Background: an optimization exercise with open tools, aiming at small area, a short achievable clock period and few clock cycles. Do not read the settings as production practice. The RTL was checked by simulation tests, not by an equivalence proof against the original design. Power is estimated from default activity; no workload was simulated.

--- design/flow/design.v ---
module wire_codec (
    input  wire        clk,
    input  wire        rst,             
    input  wire        start,
    input  wire [2:0]  start_op,
    input  wire [7:0]  start_n,         
    input  wire [15:0] start_cmd,       
    input  wire [7:0]  start_addr,      
    input  wire [7:0]  start_crc,       
    output wire        busy,
    input  wire        in_valid,
    input  wire [7:0]  in_data,
    output wire        in_ready,
    output reg         out_valid,
    output reg  [7:0]  out_data,
    input  wire        out_ready,
    output wire        done,
    output wire [15:0] status,
    output wire [7:0]  res_crc,
    output wire [7:0]  res_len
);
    localparam [2:0] OP_CRC_GEN   = 3'd0,
                     OP_CRC_CHECK = 3'd1,
                     OP_I2C_WRITE = 3'd2,
                     OP_I2C_READ  = 3'd3,
                     OP_SHDLC_TX  = 3'd4;
    function [7:0] crc_step;
        input [7:0] acc;
        input [7:0] b;
        integer k;
        reg [7:0] a;
        begin
            a = acc ^ b;
            for (k = 0; k < 8; k = k + 1) begin
                if (a[7]) a = {a[6:0], 1'b0} ^ 8'h31;
                else      a = {a[6:0], 1'b0};
            end
            crc_step = a;
        end
    endfunction
    function [7:0] crc_unstep;
        input [7:0] e;
        integer k;
        reg [7:0] a;
        begin
            a = e;
            for (k = 0; k < 8; k = k + 1) begin
                if (a[0]) a = {1'b1, a[7:1] ^ 7'h18};
                else      a = {1'b0, a[7:1]};
            end
            crc_unstep = a;
        end
    endfunction
    function [7:0] sub8;
        input [7:0] a;
        input [7:0] b;
        integer i, d;
        reg [8:0] g, p, g2, p2;
        begin
            g = {a & ~b, 1'b1};
            p = {a ^ ~b, 1'b0};
            for (d = 1; d < 9; d = d * 2) begin
                g2 = g; p2 = p;
                for (i = d; i < 9; i = i + 1) begin
                    g2[i] = g[i] | (p[i] & g[i - d]);
                    p2[i] = p[i] & p[i - d];
                end
                g = g2; p = p2;
            end
            sub8 = (a ^ ~b) ^ g[7:0];
        end
    endfunction
    function is_reserved;
        input [7:0] b;
        begin
            is_reserved = !b[7] && b[4] &&
                          (( b[6] &&  b[5] &&  b[3] &&  b[2] && (b[1] ^ b[0])) ||
                           (!b[6] && !b[5] && !b[3] && !b[2] && b[0]));
        end
    endfunction
    reg s_fin;             
    reg s_crc;             
    reg s_wcmd;            
    reg s_whi, s_wlo;      
    reg s_wcrc;            
    reg s_rhi, s_rlo;      
    reg s_rcrc;            
    reg s_th0, s_th1, s_th2;  
    reg s_tpay;            
    reg s_tchk;            
    reg s_teof;            
    reg       bz_any;      
    reg       dn_any;      
    reg       dn_out;      
    reg       ir_any;      
    reg       ir_out;      
    reg [7:0] cnt;         
    reg [7:0] acc;         
    reg [7:0] p0, p1;      
    reg       chk;         
    reg       bad;         
    reg       bcnt;        
    reg       lo_pend;     
    reg       esc;         
    reg       esc6, esc1;  
    reg [5:0] nlen;        
    reg       inc;         
    assign status  = {14'd0, bcnt, bad};
    assign res_crc = acc;
    assign res_len = {1'b0, nlen, 1'b0};
    wire of      = !out_valid || out_ready;    
    wire fin_now = s_fin && !lo_pend && of;    
    assign busy     = bz_any && !(dn_out && out_ready);
    assign done     = dn_any || (dn_out && out_ready);
    assign in_ready = ir_any || (ir_out && out_ready);
    wire s_thdr = s_th0 | s_th1 | s_th2;
    wire take   = in_valid && in_ready;
    wire accept = start && !busy;
    wire sidle  = !bz_any || dn_out;
    wire sacc   = start && sidle;
    wire a_crc  = (start_op == OP_CRC_GEN) || (start_op == OP_CRC_CHECK);
    wire a_chk  = (start_op == OP_CRC_CHECK);
    wire a_i2c  = (start_op == OP_I2C_WRITE) || (start_op == OP_I2C_READ);
    wire a_wr   = (start_op == OP_I2C_WRITE);
    wire a_rd   = (start_op == OP_I2C_READ);
    wire a_tx   = (start_op == OP_SHDLC_TX);
    wire a_bcnt = a_i2c && (start_n[0] || (start_n > 8'd64));
    wire cnt0   = (cnt == 8'd0);
    wire cnt1   = (cnt == 8'd1);
    wire [7:0] crc_x   = acc ^ in_data;
    wire [7:0] crc_out = crc_step(acc, in_data);
    wire       match   = (crc_x == 8'd0);    
    wire       chk_eq  = (crc_x == p1);      
    wire [7:0] data_byte = ({8{s_wcmd | s_thdr | s_rcrc}} & p0)
                         | ({8{s_whi | s_wlo | s_tpay}} & in_data)
                         | ({8{s_wcrc | s_tchk}} & acc)
                         | ({8{sidle}} & start_cmd[15:8]);
    wire       t_res     = (s_thdr && is_reserved(p0))
                         | (s_tpay && is_reserved(in_data))
                         | (s_tchk && is_reserved(acc));
    wire       k_7e      = s_teof || sidle;
    wire [7:0] k_byte    = esc ? {1'b0, esc6, !esc6, 1'b1, esc6, esc6, esc1, !(esc6 && esc1)}
                               : {6'b011111, k_7e, !k_7e};
    wire       use_k     = esc || s_teof || (sidle && a_tx) || t_res;
    wire [7:0] b1        = use_k ? k_byte : data_byte;
    wire t_go   = !esc && (s_tpay ? take : ((s_thdr | s_tchk) && of));
    wire eof_go = !esc && s_teof && of;
    wire esc_go = esc && of;
    wire r_take = s_rcrc && take;
    wire r_ok   = r_take && !bad && match;
    wire lo_go  = lo_pend && of;
    wire produce = (accept && ((a_wr && !a_bcnt) || a_tx))
                 | ((s_wcmd | s_wcrc) && of)
                 | (take && (s_whi | s_wlo))
                 | t_go | eof_go | esc_go | r_ok | lo_go;
    wire r_last  = r_take && cnt1;
    wire finish  = (s_crc && ((take && cnt1) || cnt0))
                 | (s_rhi && cnt0)
                 | (r_last && !r_ok && !lo_pend);
    wire to_fin  = (accept && a_bcnt)
                 | (s_wcmd && of && cnt0)
                 | (s_wcrc && of && cnt1)
                 | (r_last && (r_ok || lo_pend))
                 | eof_go
                 | (s_fin && !fin_now);
    wire out_valid_d = produce || (out_valid && !out_ready);
    wire lo_pend_d   = r_ok || (lo_pend && !of);
    wire esc_d       = t_go ? t_res : (esc && !esc_go);
    wire bad_d = accept ? (a_chk && start_crc != 8'hFF)
               : (s_crc && take) ? (chk && !chk_eq)
               : (bad || (r_take && !match));
    wire n_crc  = (accept && a_crc) || (s_crc && !finish);
    wire n_wcmd = (accept && a_wr && !a_bcnt) || (s_wcmd && !of);
    wire n_whi  = (s_wcmd && of && !cnt0) || (s_wcrc && of && !cnt1) || (s_whi && !take);
    wire n_wlo  = (s_whi && take) || (s_wlo && !take);
    wire n_wcrc = (s_wlo && take) || (s_wcrc && !of);
    wire n_rhi  = (accept && a_rd && !a_bcnt) || (s_rhi && !take && !cnt0) || (r_take && !cnt1);
    wire n_rlo  = (s_rhi && take) || (s_rlo && !take);
    wire n_rcrc = (s_rlo && take) || (s_rcrc && !take);
    wire n_th0  = (accept && a_tx) || (s_th0 && !t_go);
    wire n_th1  = (s_th0 && t_go) || (s_th1 && !t_go);
    wire n_th2  = (s_th1 && t_go) || (s_th2 && !t_go);
    wire n_tpay = (s_th2 && t_go && !cnt0) || (s_tpay && !(t_go && cnt1));
    wire n_tchk = (s_th2 && t_go && cnt0) || (s_tpay && t_go && cnt1) || (s_tchk && !t_go);
    wire n_teof = (s_tchk && t_go) || (s_teof && !eof_go);
    wire ir_any_d = n_crc || n_rlo || (n_rcrc && bad);
    wire ir_out_d = n_whi || n_wlo || n_rhi || (n_rcrc && !bad) || (n_tpay && !esc_d);
    always @(posedge clk) begin
        if (of)
            out_data <= lo_go ? p0 : b1;
        out_valid <= out_valid_d;
        lo_pend   <= lo_pend_d;
        bz_any <= (accept || (busy && !finish)) && !(to_fin && !lo_pend_d && !out_valid_d);
        dn_any <= finish || (to_fin && !lo_pend_d && !out_valid_d);
        dn_out <= to_fin && !lo_pend_d;
        s_fin  <= to_fin;
        s_crc  <= n_crc;
        s_wcmd <= n_wcmd;
        s_whi  <= n_whi;
        s_wlo  <= n_wlo;
        s_wcrc <= n_wcrc;
        s_rhi  <= n_rhi;
        s_rlo  <= n_rlo;
        s_rcrc <= n_rcrc;
        s_th0  <= n_th0;
        s_th1  <= n_th1;
        s_th2  <= n_th2;
        s_tpay <= n_tpay;
        s_tchk <= n_tchk;
        s_teof <= n_teof;
        ir_any <= ir_any_d;
        ir_out <= ir_out_d;
        bad    <= bad_d;
        esc    <= esc_d;
        if (sacc || (s_wcrc && of) || r_take)
            acc <= 8'hFF;
        else if (take || (s_thdr && t_go))
            acc <= (s_thdr | s_tpay) ? sub8(acc, s_tpay ? in_data : p0) : crc_out;
        if (sacc)
            p0 <= a_tx ? start_addr : start_cmd[7:0];
        else if ((s_rhi && take) || (s_thdr && t_go) || r_ok)
            p0 <= s_rhi ? in_data : p1;
        if (sacc)
            p1 <= a_chk ? crc_unstep(start_crc) : start_cmd[7:0];
        else if ((s_rlo && take) || (s_thdr && t_go))
            p1 <= s_thdr ? cnt : in_data;
        if (sacc)
            cnt <= a_i2c ? {1'b0, start_n[7:1]} : start_n;
        else if ((take && (s_crc | s_rcrc | s_tpay)) || (s_wcrc && of))
            cnt <= cnt - 8'd1;
        if (sacc)
            chk  <= a_chk;
        if (accept) begin
            bcnt <= a_bcnt;
            nlen <= 6'd0;
        end else if (inc)
            nlen <= nlen + 6'd1;
        inc <= r_ok;
        if (t_go) begin
            esc6 <= data_byte[6];
            esc1 <= data_byte[1];
        end
        if (rst) begin
            bz_any    <= 1'b0;
            dn_any    <= 1'b0;
            dn_out    <= 1'b0;
            ir_any    <= 1'b0;
            ir_out    <= 1'b0;
            out_valid <= 1'b0;
            lo_pend   <= 1'b0;
            esc       <= 1'b0;
            inc       <= 1'b0;
            s_fin     <= 1'b0;
            s_crc     <= 1'b0;
            s_wcmd    <= 1'b0;
            s_whi     <= 1'b0;
            s_wlo     <= 1'b0;
            s_wcrc    <= 1'b0;
            s_rhi     <= 1'b0;
            s_rlo     <= 1'b0;
            s_rcrc    <= 1'b0;
            s_th0     <= 1'b0;
            s_th1     <= 1'b0;
            s_th2     <= 1'b0;
            s_tpay    <= 1'b0;
            s_tchk    <= 1'b0;
            s_teof    <= 1'b0;
        end
    end
endmodule
--- design/flow/flow/run.sh ---
#!/bin/bash
# Standard layout, with the port buffers made from buf_2 cells instead of the smallest buffer.
set -euo pipefail
export BUFFER_PORTS_ARGS="-buffer_cell sky130_fd_sc_hd__buf_2"
bash standard.sh > standard_flow.log 2>&1
--- design/flow/standard.sh ---
#!/bin/bash
# synth_recipe.tcl (not shown) runs the flow's synth.tcl, then flattens the netlist and writes it again
# the make line also repeats each setting of config.mk as NAME=value (left out here)
make -C /OpenROAD-flow-scripts/flow DESIGN_CONFIG=/design/flow/config.mk WORK_HOME=/design/flow/orfs CLKGATE_MAP_FILE= SYNTH_SCRIPT=/design/flow/synth_recipe.tcl "${@:-finish}"
--- design/flow/config.mk ---
export PLATFORM = sky130hd
export DESIGN_NAME = wire_codec
export DESIGN_NICKNAME = wire_codec
export VERILOG_FILES = /design/flow/design.v
export SDC_FILE = /design/flow/constraint.sdc
export NUM_CORES = 4
export LEC_CHECK = 0
export CAP_MARGIN = 20
export CORE_MARGIN = 2
export CORE_UTILIZATION = 30
export SETUP_SLACK_MARGIN = 3.0
export SLEW_MARGIN = 20
export TNS_END_PERCENT = 5
--- design/flow/constraint.sdc ---
create_clock -name core_clock -period 5.0 [get_ports {clk}]
set_input_delay 1.0000 -clock core_clock [delete_from_list [all_inputs] [get_ports {clk}]]
set_output_delay 1.0000 -clock core_clock [all_outputs]
set_load 0.01 [all_outputs]
==> flow_summary.toml, run 1 <==
[timing]
slew_headroom_pct = 34.7
final.period_utilization_pct = 48.3
tns_ns = 0
drv_slew = 0
fmax_mhz = 414
worst_slew_pin_slew_ns = 0.975
finalCriticalPeriod_ns = 2.42
hold_viol = 0
rsz0062_at_grt = "yes"
fin_skew_ns = 0.00922
setup_viol = 0

[placement]
place_congestion = 0.840
hpwl_um = 11300
port_buffers = 83
dpl-instance-area_um2 = 5720

[logic_synthesis]
syn_area_um2 = 5170
synth_edf_count = 36
ys_warn_count = 1
synth_ff_type = "dfxtp_1"
syn_inst = 588
ys_ff_latch = 75
async_reset_ff_share_pct = 0
yosys.cell_types.count = 62
ys_seq_area_share_pct = 36.0
avgSynthCellArea_um2 = 8.79

[global_route]
grt_usage_pct = 16.4
antenna_found_initial = 0
grt_overflow = 0
grt_pass1_vias = 4330
grt_first_pass_wirelength_um = 23400
grt_max_degree = 40

[power]
p_leak_nw = 2.61
pwr-share-clk_pct = 31.3
switching_power_uw = 651
seqPwrFrac_pct = 37.5
p_sw_share_pct = 31.7
p_comb_share_pct = 31.1
ir_worst_vdd_mv = 0.180
internal_power_mw = 1.40
power_density_nw_per_um2 = 309

[routing]
vias_per_cell = 5.12
via_count = 4667
wire_per_inst_um = 16.7
ant_nets = 0
drt_pass1_iterations = 8
drtIter0Drc = 383
drt-total-wl_um = 15200
drcViolationCount = 0

[cts]
cts_tree = "done"
cts_buffer_depth = 2
clockRootBuffer = "clkbuf_16"
holdBufCountCts = 0
cts_buffers = 9
clk_latency_ns = 0.34
clk_pin_slew_ns = 0.06
cts_sinks = 75
htree_levels = 3

[layout]
syn2layout_area_growth_pct = 28.5
drive_gt1_share_pct = 27.8
antenna_cells = 0
fillCellCount = 1742
final_area_um2 = 6640
fin_nets = 750

[setup_path]
crit_type = "in -> out"
arrival_ns = 1.42
cp-start-kind = "primary input"
required_ns = 4.00
endpoint_kind = "output pin"
cp_max_fo = 4

[floorplanning]
coreArea_um2 = 17100
num_rows = 48
die_h_um = 135
die_x_um = 135
design.die.area_um2 = 18300
io_pins = 100
initial_core_util_pct = 30.3

[min_path]
min-delay-path-class = "reg -> reg"

[status]
status = "no timing/DRC/antenna violations"

[job]
drv_cap = 0
==> Yosys cell counts, types with 3 or more instances <==
library cell | count | area (um^2)
a211oi_1 | 20 | 150
nor4b_1 | 3 | 26.3
o21ai_0 | 22 | 110
inv_2 | 3 | 11.3
clkbuf_1 | 18 | 67.6
buf_1 | 3 | 11.3
xor2_2 | 3 | 48.8
nor4_1 | 4 | 25.0
inv_1 | 12 | 45.0
o211ai_1 | 6 | 45.0
dfxtp_1 | 39 | 781
nor2b_1 | 13 | 81.3
buf_4 | 19 | 143
o21ai_1 | 5 | 25.0
nand2b_1 | 7 | 43.8
a31oi_1 | 16 | 100
a22oi_1 | 4 | 30.0
a222oi_1 | 8 | 80.1
nand3_1 | 13 | 65.1
xor2_1 | 21 | 184
a21oi_1 | 41 | 205
edfxtp_1 | 36 | 1080
buf_2 | 8 | 40.0
nor3_1 | 11 | 55.1
a22o_1 | 4 | 35.0
mux2i_1 | 20 | 200
nand2_1 | 72 | 270
nand4_1 | 12 | 75.1
or3_1 | 6 | 37.5
ha_1 | 12 | 150
and3_1 | 3 | 18.8
xnor2_1 | 31 | 272
a21o_1 | 9 | 67.6
nor2_1 | 47 | 176
==> stage by stage <==
step	power, mW	util (%)	hold WS [ns]	setup WS [ns]	instances
floorplan	1.15	-	0.447	2.40	603
global placement	1.29	33.5	0.471	1.75	865
detailed placement	1.29	33.5	0.485	1.73	865
CTS	1.98	36.9	0.496	2.55	895
global route	2.15	39.0	0.529	2.54	912
finish	2.05	39.0	0.493	2.58	912
==> metal layers <==
| layer | vias to the layer above | wire length, um | GRT usage [%] | part of all wire [%] |
|---|---|---|---|---|
| met1 | 2160 | 6750 | 22.7 | 44 |
| met5 | - | 0 | 0 | 0 |
| met2 | 195 | 7100 | 25.6 | 47 |
| met3 | 19 | 1080 | 2.43 | 7.1 |
| li1 | 2293 | - | - | - |
| met4 | 0 | 262 | 6.42 | 1.7 |
==> cell type report <==
class,instances,area (um^2),area share [%]
Multi-Input combinational cell,463,3350,50.5
Sequential cell,75,1870,28.1
Timing Repair Buffer,118,778,11.7
Tap cell,225,282,4.24
Clock buffer,10,229,3.45
Inverter,15,70.1,1.05
Clock inverter,6,65.1,0.979
==> worst max-delay path: stages <==
cell and delay [ns]:
buf_8 0.11, a21o_1 0.17, buf_2 0.14
==> power groups by stage <==
stage	clock (mW)	sequential [mW]	combinational (mW)
4_1_cts	0.652	0.768	0.562
2_1_floorplan	0	0.765	0.389
3_5_place_dp	0	0.778	0.514
6_report	0.643	0.771	0.639
3_3_place_gp	0	0.780	0.509
5_1_grt	0.679	0.778	0.698
==> registers in the layout, indices dropped and copies added (netlist names), 6 cells and up, named ones only <==
name      flops
acc           8
cnt           8
out_data      8
p0            8
p1            8
nlen          6
==> kinds of logic after synthesis <==
group           count (synthesis)  share of synthesized area [%]
compound gates                153                           19.9
xor+xnor                       58                           10.9
fa+ha+maj                      12                           2.90
buf+inv                        65                           6.58
flops                          75                           36.0
mux                            20                           3.87
other cells                     1                         0.0725
simple gates                  204                           19.7
==> layout by cell type (no fill, tap or decap), drive strengths merged, types with 6 or more instances in the layout <==
master and count:
or3 6, nor2 47, clkbuf 10, buf 118, a21o 9, nand2 72
nor3 13, a222oi 8, nand4 12, ha 12, nand2b 7, nand3 13
o211ai 6, xnor2 34, conb 16, o21ai 27, mux2i 20, a31oi 16
edfxtp 36, a21oi 41, inv 15, xor2 24, dfxtp 39, nor2b 14
a211oi 20
==> final timing paths <==
kind | start | to | slack, ns | depth (start not counted)
hold / removal | nlen[5] | nlen[5] | 0.49 | 2
setup / recovery | out_ready | in_ready | 2.58 | 3
hold reg to reg | nlen[5] | nlen[5] | 0.49 | 2
setup reg to reg | cnt[4] | ir_out | 2.68 | 7
==> what timing repair did <==
item | 4_1_cts | 5_1_grt
pin swaps | 15 | 22
setup buffers | 14 | 16
resized for setup | 40 | 46
setup endpoints to repair | 86 | 91
cloned | 0 | 1
Testbench counts, summed over its fixed seeds: cycles 29,678.
==> run 2: changes to the inputs <==
--- a/design/flow/config.mk
+++ b/design/flow/config.mk
@@ -9,5 +9,6 @@
 export CORE_MARGIN = 2
 export CORE_UTILIZATION = 30
+export CTS_BUF_LIST = sky130_fd_sc_hd__clkbuf_8
 export SETUP_SLACK_MARGIN = 3.0
 export SLEW_MARGIN = 20
-export TNS_END_PERCENT = 5
+export TNS_END_PERCENT = 0
==> run 2 against run 1 <==
  * Still clean
  * Area after synthesis unchanged
  * First-iteration DRC count increased by 8.6%
  * Critical path type unchanged
  * Via count decreased by 2.1%
==> flow_summary.toml, run 2 <==
[logic_synthesis]
netlist.area_leader.share_pct = 20.9
synth_edf_count = 36
syn_inst = 588
ys_ff_latch = 75
async_reset_ff_share_pct = 0
ys_seq_area_share_pct = 36.0
synth_ff_type = "dfxtp_1"
avgSynthCellArea_um2 = 8.79
syn_area_um2 = 5170
ys_warn_count = 1
yosys.area.top_type = "edfxtp_1"
synth_common_cells = "nand2_1, nor2_1, a21oi_1, dfxtp_1, edfxtp_1"
yosysMostFrequentCell = "nand2_1"
synthTopCellsByArea = "edfxtp_1, dfxtp_1, xnor2_1"
yosys.cell_types.count = 62

[routing]
drt_pass1_iterations = 7
vias_per_cell = 5.11
wire_per_inst_um = 16.6
via_count = 4569
drcViolationCount = 0
drt-total-wl_um = 14900
drtIter0Drc = 416
ant_nets = 0

[layout]
fin_nets = 733
final_cell_mix = "buf_2, nand2_1, nor2_1, a21oi_1, dfxtp_1"
syn2layout_area_growth_pct = 20.5
antenna_cells = 0
drive_gt1_share_pct = 24.5
final_area_um2 = 6230
final_common_cell = "buf_2"
fillCellCount = 1775

[timing]
worst_slew_pin_slew_ns = 0.937
tns_ns = 0
final.period_utilization_pct = 49.0
hold_viol = 0
slew_headroom_pct = 37.3
fmax_mhz = 408
fin_skew_ns = 0.0151
finalCriticalPeriod_ns = 2.45
worst_hold_slack_ns = 0.487
setup_viol = 0
drv_slew = 0
rsz0062_at_grt = "yes"

[setup_path]
required_ns = 4.00
path_buf_inv = 2
cp_slowest_stage_delay_ns = 0.21
crit_family = "buffers and inverters"
cp_max_fo = 4
critPathSlowestCell = "a21o_1"
crit_type = "in -> out"
endpoint_kind = "output pin"
arrival_ns = 1.45
cp-start-kind = "primary input"
crit_chain = "buf_8, a21o_1, buf_6"

[status]
status = "no timing/DRC/antenna violations"

[floorplanning]
coreArea_um2 = 17100
io_pins = 100
num_rows = 48
die_x_um = 135
initial_core_util_pct = 30.3
design.die.area_um2 = 18300
die_h_um = 135

[placement]
place_congestion = 0.864
dpl-instance-area_um2 = 5720
hpwl_um = 11200
port_buffers = 83

[cts]
cts_buffers = 9
htree_levels = 3
cts_sinks = 75
cts_tree = "done"
clockRootBuffer = "clkbuf_8"
clk_pin_slew_ns = 0.08
clk_latency_ns = 0.37
cts_buffer_depth = 2

[power]
power_mw = 1.76
p_leak_nw = 2.44
power_density_nw_per_um2 = 283
ir_worst_vdd_mv = 0.105

[min_path]
min-delay-path-class = "reg -> reg"

[global_route]
grt_first_pass_wirelength_um = 22800
grt_pass1_vias = 4169
grt_usage_pct = 16.0
antenna_found_initial = 0
grt_max_degree = 40
grt_overflow = 0

[job]
drv_cap = 0
run 2: cell counts after synthesis:
No cell type changed its count.
run 2: tightest hold or removal path: stages, from the launching register on:
cell and delay (ns):
dfxtp_1 0.32, o21ai_0 0.07, a21oi_1 0.06
run 2: cell type report:
cell class / count / area [um^2] / share of cell area (%)
clock buffer: 9 / 124 / 1.99
clock inverter: 7 / 43.8 / 0.703
inverter: 15 / 56.3 / 0.903
multi-input combinational: 463 / 3230 / 51.8
sequential: 75 / 1870 / 29.9
tap: 225 / 282 / 4.52
timing repair buffer: 101 / 633 / 10.2
run 2: layer usage:
layer / GRT usage, % / up-vias / share of wire, %
li1: - / 2256 / -
met1: 22.5 / 2110 / 45
met2: 25.0 / 188 / 47
met3: 3.55 / 15 / 7.3
met4: 4.05 / 0 / 1.1
met5: 0 / - / 0
run 2: path summary, 6_finish.rpt:
path	startpoint	to	slack, ns	cells after the start
worst max-delay path	out_ready	in_ready	2.55	3
worst min register to register	nlen[5]	nlen[5]	0.49	2
worst max register to register	cnt[4]	ir_out	2.63	7
worst min-delay path	nlen[5]	nlen[5]	0.49	2
run 2: cell families (layout without fill, tap and decap cells):
logic type | count (synthesis) | after routing | synth area share (%)
simple gates | 204 | 204 | 19.7
compound gates | 153 | 153 | 19.9
flops | 75 | 75 | 36.0
buf+inv | 65 | 132 | 6.58
xor+xnor | 58 | 58 | 10.9
mux | 20 | 20 | 3.87
fa+ha+maj | 12 | 12 | 2.90
other cells | 1 | 16 | 0.0725
run 2: through the flow:
step / setup slack [ns] / util, % / cells
5_1_grt: 2.52 / 36.5 / 895
3_3_place_gp: 1.77 / 33.5 / 865
2_1_floorplan: 2.40 / - / 603
6_report: 2.55 / 36.5 / 895
3_5_place_dp: 1.69 / 33.5 / 865
4_1_cts: 2.55 / 35.1 / 884
run 2: power breakdown:
group	internal (mW)	switching, mW
combinational	0.274	0.305
sequential	0.699	0.0676
clock	0.178	0.239
total	1.15	0.611
run 2: timing repair:
item / 4_1_cts / 5_1_grt
endpoints found under the setup margin: 83 / 89
hold buffers: 0 / 0
pin swaps: 3 / 17
resized for setup: 20 / 37
buffers inserted: 3 / 11
==> run 3: changes to the inputs <==
--- a/design/flow/config.mk
+++ b/design/flow/config.mk
@@ -9,5 +9,4 @@
 export CORE_MARGIN = 2
 export CORE_UTILIZATION = 30
-export CTS_BUF_LIST = sky130_fd_sc_hd__clkbuf_8
 export SETUP_SLACK_MARGIN = 3.0
 export SLEW_MARGIN = 20
==> run 3 against run 2 <==
  * Non-clock buffer count down 2
  * Via count about the same
  * Die area unchanged
  * Combinational power down 2%
  * Final cell count down 0.22%
  * Critical path type unchanged
  * Critical endpoint unchanged
  * Largest cell class unchanged
  * Largest power group unchanged
==> flow_summary.toml, run 3 <==
[timing]
worst_slew_pin_slew_ns = 0.937
final.period_utilization_pct = 48.9
slew_headroom_pct = 37.3
fmax_mhz = 409
drv_slew = 0
fin_skew_ns = 0.00892
setup_viol = 0
rsz0062_at_grt = "yes"
hold_viol = 0
tns_ns = 0
worst_hold_slack_ns = 0.483
finalCriticalPeriod_ns = 2.45
setup_slack_ns = 2.55

[logic_synthesis]
synth_common_cells = "nand2_1, nor2_1, a21oi_1, dfxtp_1, edfxtp_1"
ys_ff_latch = 75
syn_inst = 588
ys_warn_count = 1
yosys.area.top_type = "edfxtp_1"
syn_area_um2 = 5170
netlist.area_leader.share_pct = 20.9
yosys.cell_types.count = 62
yosysMostFrequentCell = "nand2_1"
synthTopCellsByArea = "edfxtp_1, dfxtp_1, xnor2_1"
ys_seq_area_share_pct = 36.0
synth_edf_count = 36
async_reset_ff_share_pct = 0
synth_ff_type = "dfxtp_1"
avgSynthCellArea_um2 = 8.79

[layout]
utilization_pct = 36.8
final_common_cell = "buf_2"
final_area_um2 = 6280
drive_gt1_share_pct = 24.1
syn2layout_area_growth_pct = 21.4
fillCellCount = 1769
fin_nets = 731
stdcell_count = 893
final_cell_mix = "buf_2, nand2_1, nor2_1, a21oi_1, dfxtp_1"
antenna_cells = 0

[floorplanning]
design.die.area_um2 = 18300
die_x_um = 135
die_h_um = 135
coreArea_um2 = 17100
io_pins = 100
initial_core_util_pct = 30.3
num_rows = 48

[power]
power_density_nw_per_um2 = 308
ir_worst_vdd_mv = 0.169
power_mw = 1.93
p_leak_nw = 2.45

[placement]
pre_cts_slack_ns = 1.69
dp_cells = 865
place_congestion = 0.864
hpwl_um = 11200
port_buffers = 83
dpl-instance-area_um2 = 5720

[setup_path]
crit_type = "in -> out"
cp-start-kind = "primary input"
required_ns = 4.00
reg2reg_slack_ns = 2.62
reg2regPathDepth = 7
r2r_end = "ir_out"
cp_max_fo = 4
cp_slowest_stage_delay_ns = 0.21
critPathSlowestCell = "a21o_1"
reg2reg_from = "cnt[4]"
arrival_ns = 1.45
crit_start = "out_ready"
endpoint_kind = "output pin"
crit_chain = "buf_8, a21o_1, buf_6"

[global_route]
grt_first_pass_wirelength_um = 23200
grt_pass1_vias = 4232
antenna_found_initial = 0
grt_usage_pct = 16.3
grt_max_degree = 40
grt_overflow = 0

[cts]
cts_sinks = 75
clk_latency_ns = 0.35
htree_levels = 3
cts_buffer_depth = 2
cts_tree = "done"
cts_buffers = 9
clk_pin_slew_ns = 0.06
clockRootBuffer = "clkbuf_16"

[routing]
wire_per_inst_um = 16.6
drcViolationCount = 0
vias_per_cell = 5.12
drt-total-wl_um = 14900
ant_nets = 0
via_count = 4568
drt_pass1_iterations = 5
drtIter0Drc = 463

[min_path]
min-delay-path-class = "reg -> reg"
hold_end = "nlen[5]"
min-delay-start = "nlen[5]"
holdPathStages = 2

[status]
status = "no timing/DRC/antenna violations"

[job]
drv_cap = 0
## run 3: cell counts after synthesis
Identical to the previous run, type by type.
## run 3: how the worst max path moves through the flow
stage / depth (start not counted) / slack, ns / endpoint
2_1_floorplan: 11 / 2.40 / acc[6]
3_3_place_gp: 8 / 1.77 / p1[6]
3_5_place_dp: 8 / 1.69 / p1[6]
4_1_cts: 3 / 2.55 / in_ready
5_1_grt: 11 / 2.49 / acc[6]
6_report: 3 / 2.55 / in_ready
## run 3: cells by family (layout without fill, tap and decap cells)
logic type	Yosys count	after routing	share of synthesized area (%)
and+or+nand+nor	204	204	19.7
AOI/OAI and AO/OA	153	153	19.9
DFF	75	75	36.0
buffers and inverters	65	130	6.58
xor gates and xnor gates	58	58	10.9
muxes	20	20	3.87
adders and majority gates	12	12	2.90
other	1	16	0.0725
## run 3: final cells by class
| class | count | area [um^2] | share of cell area (%) |
|---|---|---|---|
| clock inverters | 5 | 36.3 | 0.578 |
| well taps | 225 | 282 | 4.49 |
| inverters | 15 | 56.3 | 0.897 |
| flip-flops and latches | 75 | 1870 | 29.7 |
| clock buffers | 11 | 233 | 3.71 |
| multi-input cells | 463 | 3210 | 51.1 |
| repair buffers | 99 | 597 | 9.51 |
## run 3: what timing repair did
item                                    in CTS  in global routing
setup buffers                                9                  3
hold buffers                                 0                  0
pin swaps                                   11                 11
endpoints found under the setup margin      84                 97
resized for setup                           31                 18
## run 3: power by group
| part | internal [mW] | total (mW) | leakage, nW | switching [mW] |
|---|---|---|---|---|
| Clock | 0.338 | 0.595 | 0.130 | 0.258 |
| Combinational | 0.266 | 0.568 | 1.65 | 0.302 |
| Sequential | 0.701 | 0.768 | 0.670 | 0.0674 |
| Total | 1.30 | 1.93 | 2.45 | 0.627 |
## run 3: per-layer routing
layer | part of all wire (%) | up-vias | track usage [%]
li1 | - | 2257 | -
met1 | 45 | 2110 | 22.7
met2 | 47 | 189 | 25.7
met3 | 7.4 | 12 | 3.44
met4 | 1.2 | 0 | 4.63
met5 | 0 | - | 0
## run 3: critical path: cells and delay by family
kind | cells | cell delay, ns
buf+inv | 2 | 0.24
compound gates | 1 | 0.21
==> run 4: changes to the inputs <==
==> design/flow/flow/run.sh (replaced) <==
#!/bin/bash
# Standard layout, with the port buffers made from buf_1 cells instead of the smallest buffer.
set -euo pipefail
export BUFFER_PORTS_ARGS="-buffer_cell sky130_fd_sc_hd__buf_1"
bash standard.sh > standard_flow.log 2>&1
==> run 4 against run 3 <==
  * Clock skew increased by 0.0014 ns
  * Critical path depth unchanged
  * Synthesized cell count unchanged
  * Sequential power about the same
  * Combinational power decreased by 3%
  * Still clean
  * Global-route usage about the same
  * Largest power group unchanged
  * Area after synthesis unchanged
  * Flip-flop and latch count unchanged
  * Wire length increased by 0.83%
  * Hold slack improved by 0.0071 ns
  * Sequential share of layout area increased by 0.20 points
==> flow_summary.toml, run 4 <==
[floorplanning]
design.die.area_um2 = 18300
coreArea_um2 = 17100
initial_core_util_pct = 30.3
die_x_um = 135
die_h_um = 135
io_pins = 100
num_rows = 48

[global_route]
grt_max_degree = 40
grt_overflow = 0
grt_first_pass_wirelength_um = 23200
grt_pass1_vias = 4239
grt_usage_pct = 16.3
antenna_found_initial = 0

[timing]
final.period_utilization_pct = 49.1
setup_slack_ns = 2.55
slew_headroom_pct = 32.5
setup_viol = 0
fin_skew_ns = 0.0103
fmax_mhz = 408
drv_slew = 0
finalCriticalPeriod_ns = 2.45
worst_slew_pin_slew_ns = 1.01
rsz0062_at_grt = "yes"
tns_ns = 0
hold_viol = 0

[logic_synthesis]
syn_area_um2 = 5170
synth_common_cells = "nand2_1, nor2_1, a21oi_1, dfxtp_1, edfxtp_1"
ys_seq_area_share_pct = 36.0
syn_inst = 588
ys_ff_latch = 75
netlist.area_leader.share_pct = 20.9
ys_warn_count = 1
async_reset_ff_share_pct = 0
synth_edf_count = 36
synthTopCellsByArea = "edfxtp_1, dfxtp_1, xnor2_1"
yosysMostFrequentCell = "nand2_1"
yosys.cell_types.count = 62
synth_ff_type = "dfxtp_1"
yosys.area.top_type = "edfxtp_1"
avgSynthCellArea_um2 = 8.79

[layout]
final_area_um2 = 6230
final_cell_mix = "buf_1, nand2_1, nor2_1, a21oi_1, dfxtp_1"
final_common_cell = "buf_1"
antenna_cells = 0
syn2layout_area_growth_pct = 20.5
drive_gt1_share_pct = 13.5
fin_nets = 730

[placement]
hpwl_um = 11200
port_buffers = 83
pre_cts_slack_ns = 1.64
place_congestion = 0.876
dpl-instance-area_um2 = 5620

[cts]
clockRootBuffer = "clkbuf_16"
clk_pin_slew_ns = 0.05
cts_buffers = 9
holdBufCountCts = 0
cts_tree = "done"
cts_sinks = 75
htree_levels = 3
cts_buffer_depth = 2
clk_latency_ns = 0.35

[power]
p_leak_nw = 2.27
power_density_nw_per_um2 = 318
pwr-share-clk_pct = 33.2
seqPwrFrac_pct = 38.9
internal_power_mw = 1.36
switching_power_uw = 618
p_comb_share_pct = 27.9
p_sw_share_pct = 31.2
ir_worst_vdd_mv = 0.161

[setup_path]
cp_max_fo = 4
arrival_ns = 1.45
crit_type = "in -> out"
cp-start-kind = "primary input"
required_ns = 4.00
endpoint_kind = "output pin"
reg2regPathDepth = 7

[routing]
wire_per_inst_um = 16.8
drcViolationCount = 0
drtIter0Drc = 388
via_count = 4593
ant_nets = 0
drt-total-wl_um = 15000
vias_per_cell = 5.15
drt_pass1_iterations = 8

[min_path]
holdPathStages = 2
min-delay-path-class = "reg -> reg"

[job]
drv_cap = 0

[status]
status = "no timing/DRC/antenna violations"
run 4: critical path: stages:
cell,delay (ns)
buf_8,0.11
a21o_1,0.19
buf_2,0.15
run 4: power by group through the flow:
stage / Combinational [mW] / Sequential, mW / Clock, mW
final: 0.553 / 0.769 / 0.657
after global routing: 0.611 / 0.776 / 0.693
after CTS: 0.523 / 0.768 / 0.666
after detailed placement: 0.500 / 0.778 / 0
after global placement: 0.499 / 0.779 / 0
after floorplan: 0.389 / 0.765 / 0
run 4: cell families (layout without fill, tap and decap cells):
logic type               after synthesis  after routing  share of synthesized area (%)
AO/OA/AOI/OAI                        153            153                           19.9
XOR/XNOR                              58             58                           10.9
adder cells (fa/ha/maj)               12             12                           2.90
buffers and inverters                 65            129                           6.58
flip-flops                            75             75                           36.0
multiplexers                          20             20                           3.87
other                                  1             16                         0.0725
AND/OR/NAND/NOR                      204            204                           19.7
run 4: final timing paths:
| check | from | end | slack, ns |
|---|---|---|---|
| hold reg to reg | nlen[5] | nlen[5] | 0.49 |
| hold / removal | nlen[5] | nlen[5] | 0.49 |
| setup / recovery | out_ready | in_ready | 2.55 |
| setup reg to reg | cnt[4] | ir_out | 2.63 |
run 4: timing repair:
item	in CTS	in global routing
pin swaps	9	9
setup endpoints to repair	96	99
resized for setup	35	27
setup buffers	6	5
run 4: per-stage QoR:
step	power, mW	std cells	utilization [%]	hold WS [ns]
final	1.98	892	36.5	0.490
after global routing	2.08	892	36.5	0.514
after CTS	1.96	887	35.7	0.491
after floorplan	1.15	603	-	0.447
after detailed placement	1.28	865	32.9	0.483
after global placement	1.28	865	32.9	0.470
run 4: cell type report:
| class | instances | area [um^2] |
|---|---|---|
| Sequential cell | 75 | 1870 |
| Fill cell | 1782 | 10800 |
| Tap cell | 225 | 282 |
| Timing Repair Buffer | 98 | 482 |
| Clock inverter | 3 | 17.5 |
| Clock buffer | 13 | 293 |
| Inverter | 15 | 62.6 |
| Multi-Input combinational cell | 463 | 3230 |
run 4: layer usage:
layer / global-route usage (%) / part of all wire [%] / vias up / wire length (um)
met5: 0 / 0 / - / 0
li1: - / - / 2253 / -
met1: 22.8 / 46 / 2138 / 6870
met3: 2.84 / 6.5 / 22 / 979
met4: 6.02 / 1.7 / 0 / 254
met2: 25.3 / 46 / 180 / 6890
==> run 5: changes to the inputs <==
--- a/design/flow/config.mk
+++ b/design/flow/config.mk
@@ -9,4 +9,5 @@
 export CORE_MARGIN = 2
 export CORE_UTILIZATION = 30
+export CTS_BUF_LIST = sky130_fd_sc_hd__clkbuf_8
 export SETUP_SLACK_MARGIN = 3.0
 export SLEW_MARGIN = 20
==> run 5 against run 4 <==
  * Non-clock buffer count is 2 higher
  * Critical endpoint is now bz_any
  * Critical path type is now in -> reg
  * Largest power group unchanged
  * Still clean on timing, DRC and antenna
  * Critical path depth is 5 higher
  * Clock skew is 0.0034 ns higher
==> flow_summary.toml, run 5 <==
[routing]
wire_per_inst_um = 16.8
drtIter0Drc = 438
drt_pass1_iterations = 5
vias_per_cell = 5.16
ant_nets = 0
via_count = 4615
drt-total-wl_um = 15000
drcViolationCount = 0

[layout]
antenna_cells = 0
stdcell_count = 894
fin_nets = 732
final_cell_mix = "buf_1, nand2_1, nor2_1, a21oi_1, dfxtp_1"
fillCellCount = 1793
multi_input_area_um2 = 3210
drive_gt1_share_pct = 12.9
syn2layout_area_growth_pct = 18.7
final_common_cell = "buf_1"
seqCellArea_um2 = 1870

[global_route]
grt_max_degree = 40
antenna_found_initial = 0
grt_pass1_vias = 4278
grt_first_pass_wirelength_um = 23200
grt_usage_pct = 16.3
grt_overflow = 0

[logic_synthesis]
synthTopCellsByArea = "edfxtp_1, dfxtp_1, xnor2_1"
async_reset_ff_share_pct = 0
synth_common_cells = "nand2_1, nor2_1, a21oi_1, dfxtp_1, edfxtp_1"
yosys.area.top_type = "edfxtp_1"
syn_area_um2 = 5170
synth_edf_count = 36
avgSynthCellArea_um2 = 8.79
ys_ff_latch = 75
ys_warn_count = 1
yosys.cell_types.count = 62
synth_ff_type = "dfxtp_1"
ys_seq_area_share_pct = 36.0
netlist.area_leader.share_pct = 20.9
syn_inst = 588
yosysMostFrequentCell = "nand2_1"

[timing]
final.period_utilization_pct = 49.3
rsz0062_at_grt = "yes"
worst_slew_pin_slew_ns = 0.999
tns_ns = 0
fmax_mhz = 406
drv_slew = 0
finalCriticalPeriod_ns = 2.47
fin_skew_ns = 0.0137
setup_viol = 0
hold_viol = 0
slew_headroom_pct = 33.4

[floorplanning]
coreArea_um2 = 17100
die_x_um = 135
num_rows = 48
die_h_um = 135
design.die.area_um2 = 18300
io_pins = 100
initial_core_util_pct = 30.3

[status]
status = "no timing/DRC/antenna violations"

[setup_path]
required_ns = 5.29
reg2reg_from = "cnt[4]"
arrival_ns = 2.75
critPathSlowestCell = "or3_4"
endpoint_kind = "flop"
crit_start = "in_data[6]"
crit_type = "in -> reg"
crit_chain = "buf_4, xor2_4, nor4b_4, nand4_1, or3_4, nor4b_4, nor2b_4, nor3_2"
crit_family = "simple AND/OR/NAND/NOR gates"
cp-start-kind = "primary input"
cp_slowest_stage_delay_ns = 0.48
cpMostUsedCell = "nor4b_4"
path_buf_inv = 1
cp_max_fo = 7

[cts]
clk_pin_slew_ns = 0.07
clk_latency_ns = 0.37
cts_buffer_depth = 2
cts_sinks = 75
cts_tree = "done"
htree_levels = 3
clockRootBuffer = "clkbuf_8"
cts_buffers = 9

[placement]
hpwl_um = 11200
port_buffers = 83
place_congestion = 0.876
dp_cells = 865

[min_path]
min-delay-start = "nlen[5]"
min-delay-path-class = "reg -> reg"

[job]
drv_cap = 0

[power]
ir_worst_vdd_mv = 0.111
p_leak_nw = 2.24
power_density_nw_per_um2 = 298
run 5: cell counts after synthesis:
No cell type changed its count.
run 5: timing repair:
item | in CTS | in global routing
pin swaps | 6 | 15
resized for setup | 29 | 31
hold buffers | 0 | 0
buffers inserted | 4 | 9
endpoints found under the setup margin | 85 | 94
cloned | 0 | 0
run 5: final cells by class:
cell class / count / area share [%]
flip-flops and latches: 75 / 30.4
multi-input cells: 463 / 52.2
clock buffers: 10 / 2.24
repair buffers: 100 / 8.21
well taps: 225 / 4.59
clock inverters: 6 / 1.32
inverters: 15 / 1.02
run 5: tightest hold or removal path, stage by stage (launching register included):
cell and delay, ns:
dfxtp_1 0.32, o21ai_0 0.07, a21oi_1 0.06
run 5: through the flow:
step	cell area, um^2	power [mW]	utilization [%]	hold slack (ns)	setup slack (ns)
after floorplan	5300	1.15	-	0.447	2.40
after global placement	5620	1.28	32.9	0.470	1.75
after detailed placement	5620	1.28	32.9	0.483	1.64
after CTS	5950	1.81	34.9	0.493	2.55
after global routing	6140	1.93	36.0	0.518	2.49
final	6140	1.83	36.0	0.495	2.53
run 5: path summary, 6_finish.rpt:
path                   to  slack, ns  depth (start not counted)
setup reg to reg   ir_out       2.63                          7
setup / recovery   bz_any       2.53                          8
hold / removal    nlen[5]       0.50                          2
hold reg to reg   nlen[5]       0.50                          2
run 5: cell families (layout without fill, tap and decap cells):
logic type	count (synthesis)	count (layout)	share of synthesized area, %
xor+xnor	58	58	10.9
compound gates	153	153	19.9
buf+inv	65	131	6.58
mux	20	20	3.87
other cells	1	16	0.0725
fa+ha+maj	12	12	2.90
flops	75	75	36.0
simple gates	204	204	19.7
run 5: report_power, final:
group / switching, mW / internal, mW / total, mW / leakage [nW]
combinational: 0.298 / 0.247 / 0.545 / 1.46
clock: 0.229 / 0.291 / 0.520 / 0.113
sequential: 0.0684 / 0.700 / 0.768 / 0.670
total: 0.595 / 1.24 / 1.83 / 2.24
run 5: routing by layer:
layer | global-route usage (%) | share of wire, % | vias up
li1 | - | - | 2256
met1 | 22.9 | 46 | 2179
met2 | 25.1 | 46 | 156
met3 | 3.11 | 5.8 | 24
met4 | 5.73 | 2.0 | 0
met5 | 0 | 0 | -
==> run 6: changes to the inputs <==
==> design/flow/flow/run.sh (replaced) <==
#!/bin/bash
# Standard layout, with the port buffers made from buf_2 cells instead of the smallest buffer.
set -euo pipefail
export BUFFER_PORTS_ARGS="-buffer_cell sky130_fd_sc_hd__buf_2"
bash standard.sh > standard_flow.log 2>&1
--- a/design/flow/config.mk
+++ b/design/flow/config.mk
@@ -10,5 +10,5 @@
 export CORE_UTILIZATION = 30
 export CTS_BUF_LIST = sky130_fd_sc_hd__clkbuf_8
-export SETUP_SLACK_MARGIN = 3.0
+export SETUP_SLACK_MARGIN = 2.6
 export SLEW_MARGIN = 20
 export TNS_END_PERCENT = 0
==> run 6 against run 5 <==
  * Still clean
  * Final cell count stayed put
  * Combinational power is 7.2% higher
  * Non-clock buffer count stayed put
  * Die area stayed put
  * Sequential power hardly changed
  * Critical path depth is 5 lower
  * Largest power group unchanged
==> flow_summary.toml, run 6 <==
[status]
status = "no timing/DRC/antenna violations"

[logic_synthesis]
synth_common_cells = "nand2_1, nor2_1, a21oi_1, dfxtp_1, edfxtp_1"
ys_warn_count = 1
yosys.area.top_type = "edfxtp_1"
ys_seq_area_share_pct = 36.0
synth_ff_type = "dfxtp_1"
netlist.area_leader.share_pct = 20.9
yosys.cell_types.count = 62
synthTopCellsByArea = "edfxtp_1, dfxtp_1, xnor2_1"
syn_inst = 588
synth_edf_count = 36
avgSynthCellArea_um2 = 8.79
syn_area_um2 = 5170
yosysMostFrequentCell = "nand2_1"
async_reset_ff_share_pct = 0
ys_ff_latch = 75

[floorplanning]
num_rows = 48
design.die.area_um2 = 18300
die_h_um = 135
coreArea_um2 = 17100
io_pins = 100
die_x_um = 135
initial_core_util_pct = 30.3

[global_route]
grt_max_degree = 40
antenna_found_initial = 0
grt_first_pass_wirelength_um = 22800
grt_pass1_vias = 4156
grt_usage_pct = 16.0
grt_overflow = 0

[layout]
utilization_pct = 36.7
fin_nets = 732
syn2layout_area_growth_pct = 21.1
stdcell_count = 894
antenna_cells = 0
final_cell_mix = "buf_2, nand2_1, nor2_1, a21oi_1, dfxtp_1"
final_common_cell = "buf_2"
drive_gt1_share_pct = 24.7

[routing]
drt_pass1_iterations = 6
wire_per_inst_um = 16.6
drcViolationCount = 0
ant_nets = 0
via_count = 4570
drtIter0Drc = 469
vias_per_cell = 5.11
drt-total-wl_um = 14800

[power]
internal_power_mw = 1.15
switching_power_uw = 614
p_leak_nw = 2.45
p_sw_share_pct = 34.7
power_density_nw_per_um2 = 283
seqPwrFrac_pct = 43.4
ir_worst_vdd_mv = 0.104
p_comb_share_pct = 33.0
pwr-share-clk_pct = 23.5
power_mw = 1.77

[timing]
setup_slack_ns = 2.54
final.period_utilization_pct = 49.2
drv_slew = 0
hold_viol = 0
rsz0062_at_grt = "yes"
tns_ns = 0
fin_skew_ns = 0.0138
slew_headroom_pct = 37.0
worst_slew_pin_slew_ns = 0.942
setup_viol = 0
fmax_mhz = 406
finalCriticalPeriod_ns = 2.46

[cts]
cts_sinks = 75
cts_tree = "done"
htree_levels = 3
cts_buffer_depth = 2
holdBufCountCts = 0
cts_buffers = 9
clockRootBuffer = "clkbuf_8"
clk_latency_ns = 0.36
clk_pin_slew_ns = 0.08

[job]
drv_cap = 0

[placement]
place_congestion = 0.864
dp_cells = 865
pre_cts_slack_ns = 1.69
port_buffers = 83
hpwl_um = 11200

[setup_path]
crit_type = "in -> out"
required_ns = 4.00
cp_max_fo = 4
endpoint_kind = "output pin"
arrival_ns = 1.46
cp-start-kind = "primary input"

[min_path]
min-delay-path-class = "reg -> reg"
[run 6: cell counts after synthesis]
No cell type changed its count.
[run 6: power groups by stage]
stage	Clock [mW]	Sequential (mW)	Combinational [mW]
floorplan	0	0.765	0.389
global placement	0	0.777	0.511
detailed placement	0	0.778	0.511
CTS	0.420	0.765	0.519
global route	0.450	0.775	0.640
finish	0.416	0.768	0.584
[run 6: layout make-up]
cell class | count | area [um^2]
tap | 225 | 282
clock buffer | 9 | 124
timing repair buffer | 100 | 617
sequential | 75 | 1870
multi-input combinational | 463 | 3270
inverter | 15 | 58.8
clock inverter | 7 | 43.8
fill | 1775 | 10800
[run 6: cells by family after synthesis]
kind of cell | count (synthesis) | synth area share, %
and+or+nand+nor | 204 | 19.7
DFF | 75 | 36.0
other | 1 | 0.0725
AOI/OAI and AO/OA | 153 | 19.9
muxes | 20 | 3.87
xor gates and xnor gates | 58 | 10.9
adders and majority gates | 12 | 2.90
buffers and inverters | 65 | 6.58
[run 6: metal layers]
metal  global-route usage (%)  share of wire [%]
met5                        0                  0
met4                     4.05                1.3
met3                     3.82                7.6
met2                     24.9                 46
met1                     22.3                 45
[run 6: worst max-delay path, cell delays in order]
cell and delay, ns:
buf_6 0.11, a21o_4 0.22, buf_6 0.12
[run 6: through the flow]
stage / cell area, um^2 / hold WS, ns
3_3_place_gp: 5720 / 0.468
5_1_grt: 6260 / 0.513
3_5_place_dp: 5720 / 0.478
2_1_floorplan: 5300 / 0.447
6_report: 6260 / 0.486
4_1_cts: 5960 / 0.489
[run 6: timing repair]
item | CTS | global route
buffers inserted | 1 | 12
gates resized for setup | 17 | 50
cloned | 0 | 0
pin swaps | 1 | 21
endpoints found under the setup margin | 45 | 35
[run 6: worst paths after layout]
check                           slack [ns]  cells after the start  startpoint       end
worst max register to register        2.65                      7      cnt[4]    ir_out
worst max-delay path                  2.54                      3   out_ready  in_ready
worst min-delay path                  0.49                      2     nlen[5]   nlen[5]
worst min register to register        0.49                      2     nlen[5]   nlen[5]
==> run 7: changes to the inputs <==
--- a/design/flow/config.mk
+++ b/design/flow/config.mk
@@ -10,5 +10,6 @@
 export CORE_UTILIZATION = 30
 export CTS_BUF_LIST = sky130_fd_sc_hd__clkbuf_8
-export SETUP_SLACK_MARGIN = 2.6
+export PLACE_DENSITY = 0.85
+export SETUP_SLACK_MARGIN = 2.5
 export SLEW_MARGIN = 20
 export TNS_END_PERCENT = 0
==> run 7 against run 6 <==
  * Clock-buffer cell count rose by 1
  * Non-clock buffer count is 13 lower
  * Sequential share of layout area is 1.5 points higher
  * Sequential power is 0.5% lower
  * Utilization decreased by 1.8 points
  * Final cell count fell by 1.5%
==> flow_summary.toml, run 7 <==
[status]
status = "no timing/DRC/antenna violations"

[logic_synthesis]
synth_edf_count = 36
synth_ff_type = "dfxtp_1"
ys_warn_count = 1
yosysMostFrequentCell = "nand2_1"
synthTopCellsByArea = "edfxtp_1, dfxtp_1, xnor2_1"
synth_top_family_by_area = "compound AO/OA/AOI/OAI gates"
synthXorXnorAreaFrac_pct = 10.9
synthSimpleGateAreaFrac_pct = 19.7
syn_inst = 588
async_reset_ff_share_pct = 0
yosys.area_share.adder_pct = 2.90
netlist.area_leader.share_pct = 20.9
avgSynthCellArea_um2 = 8.79
ys_ff_latch = 75
syn_area_um2 = 5170
synth_common_cells = "nand2_1, nor2_1, a21oi_1, dfxtp_1, edfxtp_1"
yosys.area.top_type = "edfxtp_1"
yosys.cell_types.count = 62
synth-compound-area-share_pct = 19.9
synth.area.mux_share_pct = 3.87
ys_seq_area_share_pct = 36.0

[setup_path]
r2r_end = "acc[6]"
crit_start = "in_data[0]"
reg2reg_slack_ns = 2.54
cp_max_fo = 7
critPathSlowestCell = "ha_4"
crit_end = "acc[6]"
cp_slowest_stage_delay_ns = 0.29
cp-start-kind = "primary input"
endpoint_kind = "flop"
arrival_ns = 2.83
required_ns = 5.25
reg2regPathDepth = 10
crit_type = "in -> reg"
crit_chain = "buf_2, mux2i_1, inv_1, ha_4, o21ai_2, a211oi_2, a21o_1, a21oi_2, xor2_1, o21ai_1, o22a_1"
reg2reg_from = "s_tpay"

[timing]
tns_ns = 0
worst_slew_pin_slew_ns = 0.860
fmax_mhz = 388
setup_viol = 0
slew_headroom_pct = 42.4
hold_viol = 0
final.period_utilization_pct = 51.5
rsz0062_at_grt = "yes"
drv_slew = 0
finalCriticalPeriod_ns = 2.58
worst_hold_slack_ns = 0.485
fin_skew_ns = 0.0103

[routing]
drt_pass1_iterations = 5
drtIter0Drc = 455
ant_nets = 0
wire_per_inst_um = 16.4
drcViolationCount = 0
via_count = 4692
vias_per_cell = 5.33
drt-total-wl_um = 14500

[floorplanning]
die_x_um = 135
coreArea_um2 = 17100
design.die.area_um2 = 18300
io_pins = 100
num_rows = 48
initial_core_util_pct = 30.3
die_h_um = 135

[min_path]
min-delay-path-class = "reg -> reg"

[layout]
fin_nets = 719
antenna_cells = 0
final_cell_mix = "buf_2, nand2_1, nor2_1, a21oi_1, dfxtp_1"
fillCellCount = 1773
utilization_pct = 34.9
syn2layout_area_growth_pct = 15.2
final_common_cell = "buf_2"
drive_gt1_share_pct = 20.1
final_area_um2 = 5960

[global_route]
grt_pass1_vias = 4314
grt_overflow = 0
grt_first_pass_wirelength_um = 23000
antenna_found_initial = 0
grt_usage_pct = 15.9
grt_max_degree = 40

[cts]
clk_pin_slew_ns = 0.07
cts_sinks = 75
htree_levels = 3
clockRootBuffer = "clkbuf_8"
cts_buffer_depth = 2
cts_buffers = 9
post_cts_buffers = 0
cts_tree = "done"
clk_latency_ns = 0.37

[placement]
dpl-instance-area_um2 = 5720
place_congestion = 0.935
hpwl_um = 11000
port_buffers = 83

[power]
power_density_nw_per_um2 = 303
ir_worst_vdd_mv = 0.131
p_leak_nw = 2.33

[job]
drv_cap = 0
## run 7: how the worst min path moves through the flow
stage            start  endpoint  depth (start not counted)
6_report       nlen[5]   nlen[5]                          2
5_1_grt        nlen[5]   nlen[5]                          2
4_1_cts        nlen[5]   nlen[5]                          2
3_5_place_dp   nlen[5]   nlen[5]                          2
3_3_place_gp   nlen[5]   nlen[5]                          2
2_1_floorplan    s_rlo     s_rlo                          2
## run 7: cells by family (layout without fill, tap and decap cells)
family / Yosys count / in the layout
compound gates: 153 / 153
fa+ha+maj: 12 / 12
simple gates: 204 / 204
flops: 75 / 75
mux: 20 / 20
buf+inv: 65 / 118
xor+xnor: 58 / 58
other cells: 1 / 16
## run 7: cell type report
cell class | count | area, um^2 | share of cell area, %
tap | 225 | 282 | 4.72
sequential | 75 | 1860 | 31.3
timing repair buffer | 87 | 445 | 7.47
inverter | 15 | 56.3 | 0.945
clock inverter | 6 | 81.3 | 1.36
clock buffer | 10 | 138 | 2.31
multi-input combinational | 463 | 3090 | 51.9
## run 7: repair_timing
action | in CTS | in global routing
hold buffers | 0 | 0
resized for setup | 6 | 1
cloned | 0 | 0
endpoints found under the setup margin | 26 | 32
## run 7: through the flow
stage	total power, mW	instances	setup WS [ns]
floorplan	1.15	603	2.40
global placement	1.27	865	1.79
detailed placement	1.29	865	1.71
CTS	1.80	881	2.44
global route	1.89	881	2.31
finish	1.80	881	2.42
## run 7: power breakdown
part           switching [mW]  internal (mW)  total [mW]
registers              0.0640          0.700       0.764
clock network           0.231          0.291       0.523
logic                   0.288          0.230       0.518
total                   0.583           1.22        1.80
## run 7: worst max-delay path, delay by kind of cell
family                   cells  cell delay, ns
multiplexers                 1            0.25
adder cells (fa/ha/maj)      1            0.29
AO/OA/AOI/OAI                6            0.87
XOR/XNOR                     1            0.14
buffers and inverters        2            0.28
## run 7: metal layers
layer / vias up / track usage [%] / part of all wire (%)
met5: - / 0 / 0
met4: 0 / 5.50 / 1.9
met3: 30 / 3.74 / 8.4
met2: 234 / 25.4 / 47
met1: 2203 / 21.1 / 43
li1: 2225 / - / -
==> run 8: changes to the inputs <==
--- a/design/flow/config.mk
+++ b/design/flow/config.mk
@@ -8,7 +8,6 @@
 export CAP_MARGIN = 20
 export CORE_MARGIN = 2
-export CORE_UTILIZATION = 30
+export CORE_UTILIZATION = 22
 export CTS_BUF_LIST = sky130_fd_sc_hd__clkbuf_8
-export PLACE_DENSITY = 0.85
 export SETUP_SLACK_MARGIN = 2.5
 export SLEW_MARGIN = 20
==> run 8 against run 7 <==
  * Die area increased by 35%
  * Critical path type unchanged
  * Largest power group unchanged
  * Global-route usage decreased by 3.3 points
  * Still clean on timing, DRC and antenna
  * Flip-flop and latch count unchanged
  * Wire length increased by 8.0%
  * Sequential share of layout area decreased by 1.2 points
  * Clock-buffer cell count unchanged
==> flow_summary.toml, run 8 <==
[setup_path]
required_ns = 5.26
crit_chain = "buf_2, mux2i_2, inv_1, ha_4, o21ai_4, a211oi_2, a21o_1, a21oi_2, xor2_1, o21ai_1, o22a_1"
cp_max_fo = 7
path_buf_inv = 2
endpoint_kind = "flop"
reg2reg_from = "s_tpay"
crit_type = "in -> reg"
crit_family = "compound AO/OA/AOI/OAI gates"
cp_slowest_stage_delay_ns = 0.30
crit_start = "in_data[0]"
critPathSlowestCell = "ha_4"
arrival_ns = 2.77
cp-start-kind = "primary input"

[logic_synthesis]
syn_area_um2 = 5170
yosys.cell_types.count = 62
ys_ff_latch = 75
synth_common_cells = "nand2_1, nor2_1, a21oi_1, dfxtp_1, edfxtp_1"
yosys.area.top_type = "edfxtp_1"
synthTopCellsByArea = "edfxtp_1, dfxtp_1, xnor2_1"
netlist.area_leader.share_pct = 20.9
syn_inst = 588
ys_warn_count = 1
yosysMostFrequentCell = "nand2_1"
ys_seq_area_share_pct = 36.0
synth_edf_count = 36
async_reset_ff_share_pct = 0
synth_ff_type = "dfxtp_1"
avgSynthCellArea_um2 = 8.79

[cts]
clk_latency_ns = 0.37
cts_buffers = 9
clk_pin_slew_ns = 0.08
cts_sinks = 75
cts_tree = "done"
htree_levels = 3
clockRootBuffer = "clkbuf_8"
cts_buffer_depth = 2

[layout]
final_cell_mix = "buf_2, nand2_1, nor2_1, a21oi_1, dfxtp_1"
syn2layout_area_growth_pct = 19.7
antenna_cells = 0
fin_nets = 725
final_area_um2 = 6190
final_common_cell = "buf_2"
fillCellCount = 2600
drive_gt1_share_pct = 22.7

[placement]
hpwl_um = 12100
dpl-instance-area_um2 = 5840
place_congestion = 0.837
port_buffers = 83

[status]
status = "no timing/DRC/antenna violations"

[floorplanning]
coreArea_um2 = 23300
initial_core_util_pct = 22.2
die_h_um = 157
num_rows = 56
die_x_um = 157
design.die.area_um2 = 24700
io_pins = 100

[power]
p_leak_nw = 2.37
ir_worst_vdd_mv = 0.130
power_density_nw_per_um2 = 290

[global_route]
grt_first_pass_wirelength_um = 24000
grt_usage_pct = 12.6
grt_overflow = 0
antenna_found_initial = 0
grt_max_degree = 40
grt_pass1_vias = 4172

[routing]
drcViolationCount = 0
drt_pass1_iterations = 7
via_count = 4581
drt-met1-wl_um = 7170
highest_layer = "met4"
wl_met3_um = 1160
ant_nets = 0
drtIter0Drc = 352
drt-total-wl_um = 15600
wl_met2_um = 7030
vias_per_cell = 4.67
wire_per_inst_um = 15.9

[timing]
drv_slew = 0
rsz0062_at_grt = "yes"
tns_ns = 0
fmax_mhz = 400
slew_headroom_pct = 38.0
setup_viol = 0
final.period_utilization_pct = 50.0
worst_slew_pin_slew_ns = 0.925
finalCriticalPeriod_ns = 2.50
fin_skew_ns = 0.00955
hold_viol = 0

[min_path]
min-delay-start = "s_th0"
min-delay-path-class = "reg -> reg"

[job]
drv_cap = 0
[run 8: metrics by stage]
stage	setup slack [ns]	cells	hold WS, ns	util [%]	total power [mW]
finish	2.50	981	0.502	26.6	1.80
global route	2.46	981	0.518	26.6	1.89
CTS	2.44	975	0.501	26.0	1.79
detailed placement	1.70	959	0.482	25.1	1.30
global placement	1.76	959	0.466	25.1	1.29
floorplan	2.40	603	0.447	-	1.15
[run 8: timing repair]
action | 4_1_cts | 5_1_grt
hold buffers | 0 | 0
gates resized for setup | 6 | 19
pin swaps | 0 | 2
setup buffers | 0 | 6
endpoints found under the setup margin | 25 | 32
[run 8: cell type report]
type | instances | area, um^2 | share of cell area [%]
multi-input combinational | 463 | 3170 | 51.1
sequential | 75 | 1860 | 30.1
timing repair buffer | 93 | 495 | 8.00
tap | 319 | 399 | 6.45
clock buffer | 10 | 138 | 2.22
clock inverter | 6 | 65.1 | 1.05
inverter | 15 | 65.1 | 1.05
[run 8: layer usage]
layer	global-route usage (%)	up-vias
met5	0	-
met4	4.11	0
met3	2.23	19
met2	19.6	189
met1	17.6	2129
li1	-	2244
[run 8: path summary, 6_finish.rpt]
path / to / slack, ns / cells after the start
max reg2reg: acc[6] / 2.61 / 10
min reg2reg: s_th0 / 0.50 / 2
min: s_th0 / 0.50 / 2
max: acc[6] / 2.50 / 11
[run 8: worst reg2reg max path, stage by stage (launching register included)]
cell	delay (ns)
dfxtp_2	0.59
mux2i_2	0.32
inv_1	0.10
ha_4	0.30
o21ai_4	0.06
a211oi_2	0.29
a21o_1	0.17
a21oi_2	0.06
xor2_1	0.14
o21ai_1	0.08
o22a_1	0.19
[run 8: logic make-up after synthesis]
family / Yosys count / share of synthesized area (%)
simple gates: 204 / 19.7
compound gates: 153 / 19.9
flops: 75 / 36.0
buf+inv: 65 / 6.58
xor+xnor: 58 / 10.9
mux: 20 / 3.87
fa+ha+maj: 12 / 2.90
other cells: 1 / 0.0725
[run 8: power breakdown]
part	leakage, nW	total [mW]	internal [mW]	switching (mW)
sequential	0.669	0.767	0.700	0.0672
clock	0.102	0.488	0.244	0.244
combinational	1.60	0.543	0.244	0.299
==> run 9: changes to the inputs <==
--- a/design/flow/config.mk
+++ b/design/flow/config.mk
@@ -8,5 +8,5 @@
 export CAP_MARGIN = 20
 export CORE_MARGIN = 2
-export CORE_UTILIZATION = 22
+export CORE_UTILIZATION = 35
 export CTS_BUF_LIST = sky130_fd_sc_hd__clkbuf_8
 export SETUP_SLACK_MARGIN = 2.5
==> run 9 against run 8 <==
  * Fmax is 0.36% higher
  * Utilization up 15 points
  * Power is 2.4% higher
  * Non-clock buffer count grew 5
  * Area after synthesis stayed put
  * Global-route usage increased by 6.0 points
  * Cell area down 1.8%
  * Setup slack improved by 0.0090 ns
  * Synthesized cell count unchanged
  * Largest power group unchanged
==> flow_summary.toml, run 9 <==
[logic_synthesis]
ys_warn_count = 1
yosys.cell_types.count = 62
synth-compound-area-share_pct = 19.9
avgSynthCellArea_um2 = 8.79
synthTopCellsByArea = "edfxtp_1, dfxtp_1, xnor2_1"
syn_inst = 588
netlist.area_leader.share_pct = 20.9
syn_area_um2 = 5170
yosys.area_share.adder_pct = 2.90
synth_top_family_by_area = "compound AO/OA/AOI/OAI gates"
ys_seq_area_share_pct = 36.0
async_reset_ff_share_pct = 0
yosysMostFrequentCell = "nand2_1"
synth_common_cells = "nand2_1, nor2_1, a21oi_1, dfxtp_1, edfxtp_1"
synth.area.mux_share_pct = 3.87
synthSimpleGateAreaFrac_pct = 19.7
ys_ff_latch = 75
synth_ff_type = "dfxtp_1"
synth_edf_count = 36
yosys.area.top_type = "edfxtp_1"
synthXorXnorAreaFrac_pct = 10.9

[status]
status = "no timing/DRC/antenna violations"

[power]
power_mw = 1.84
p_leak_nw = 2.41
p_sw_share_pct = 32.7
seqPwrFrac_pct = 41.6
pwr-share-clk_pct = 28.6
internal_power_mw = 1.24
switching_power_uw = 602
power_density_nw_per_um2 = 303
ir_worst_vdd_mv = 0.106
p_comb_share_pct = 29.8

[placement]
pre_cts_slack_ns = 1.74
dpl-instance-area_um2 = 5670
hpwl_um = 11300
dp_cells = 824
port_buffers = 83
place_congestion = 0.882

[layout]
final_common_cell = "buf_2"
seqCellArea_um2 = 1860
final_cell_mix = "buf_2, nand2_1, nor2_1, a21oi_1, dfxtp_1"
fin_nets = 730
stdcell_count = 851
drive_gt1_share_pct = 23.5
final_area_um2 = 6080
syn2layout_area_growth_pct = 17.6
antenna_cells = 0
utilization_pct = 42.0
multi_input_area_um2 = 3160
fillCellCount = 1448

[global_route]
grt_pass1_vias = 4465
grt_usage_pct = 18.6
grt_overflow = 0
antenna_found_initial = 0
grt_first_pass_wirelength_um = 23500
grt_max_degree = 40

[timing]
slew_headroom_pct = 36.6
rsz0062_at_grt = "yes"
final.period_utilization_pct = 49.8
fin_skew_ns = 0.0146
setup_slack_ns = 2.51
hold_viol = 0
tns_ns = 0
drv_slew = 0
finalCriticalPeriod_ns = 2.49
worst_hold_slack_ns = 0.497
setup_viol = 0
worst_slew_pin_slew_ns = 0.947
fmax_mhz = 401

[cts]
clockRootBuffer = "clkbuf_8"
cts_tree = "done"
clk_pin_slew_ns = 0.08
htree_levels = 3
cts_buffer_depth = 2
clk_latency_ns = 0.37
cts_buffers = 9
cts_sinks = 75

[floorplanning]
coreArea_um2 = 14500
die_h_um = 126
initial_core_util_pct = 35.7
design.die.area_um2 = 15800
io_pins = 100
die_x_um = 126
num_rows = 44

[setup_path]
endpoint_kind = "output pin"
cp_max_fo = 4
required_ns = 4.00
crit_type = "in -> out"
reg2reg_slack_ns = 2.60
arrival_ns = 1.49
cp-start-kind = "primary input"

[routing]
drtIter0Drc = 475
drt-total-wl_um = 15000
ant_nets = 0
wire_per_inst_um = 17.7
drcViolationCount = 0
via_count = 4664
drt_pass1_iterations = 7
vias_per_cell = 5.48

[min_path]
min-delay-path-class = "reg -> reg"

[job]
drv_cap = 0
run 9: cell counts after synthesis:
No cell type changed its count.
run 9: kinds of logic (layout without fill, tap and decap cells):
logic type | Yosys count | count (layout)
buffers and inverters | 65 | 129
AND/OR/NAND/NOR | 204 | 204
flip-flops | 75 | 75
XOR/XNOR | 58 | 58
multiplexers | 20 | 20
other | 1 | 16
adder cells (fa/ha/maj) | 12 | 12
AO/OA/AOI/OAI | 153 | 153
run 9: path summary, 6_finish.rpt:
kind / cells past startpoint / from / endpoint
worst max-delay path: 3 / out_ready / busy
worst min-delay path: 2 / s_rlo / s_rlo
worst max register to register: 7 / cnt[2] / ir_out
worst min register to register: 2 / s_rlo / s_rlo
run 9: worst max-delay path, cell delays in order:
cell and delay, ns:
buf_2 0.14, a21boi_2 0.19, buf_2 0.16
run 9: power groups by stage:
stage	logic (mW)	registers [mW]	clock network (mW)
3_5_place_dp	0.515	0.777	0
3_3_place_gp	0.505	0.777	0
6_report	0.548	0.767	0.527
4_1_cts	0.518	0.763	0.531
2_1_floorplan	0.389	0.765	0
5_1_grt	0.604	0.772	0.560
run 9: what timing repair did:
action	in CTS	in global routing
pin swaps	0	7
endpoints found under the setup margin	25	36
hold buffers	0	0
buffers inserted	0	11
gates resized for setup	6	23
run 9: area by class of cell:
| class | instances | share of cell area, % |
|---|---|---|
| Multi-Input combinational cell | 463 | 52.0 |
| Sequential cell | 75 | 30.6 |
| Timing Repair Buffer | 98 | 8.89 |
| Tap cell | 184 | 3.79 |
| Clock buffer | 10 | 2.26 |
| Clock inverter | 6 | 1.34 |
| Inverter | 15 | 1.03 |
run 9: routing by layer:
| metal | vias up | share of wire, % | global-route usage [%] |
|---|---|---|---|
| met5 | - | 0 | 0 |
| met4 | 0 | 1.8 | 6.73 |
| met3 | 23 | 6.4 | 3.21 |
| met2 | 186 | 47 | 29.5 |
| met1 | 2207 | 45 | 25.6 |
| li1 | 2248 | - | - |

Setup slack of run 9, layout unchanged: 2.508 ns with ideal ports, 2.489 ns with driving cells assumed (clock clkbuf_16, inputs buf_2), 2.137 ns with port delays also shifted by the 0.396 ns mid clock arrival.
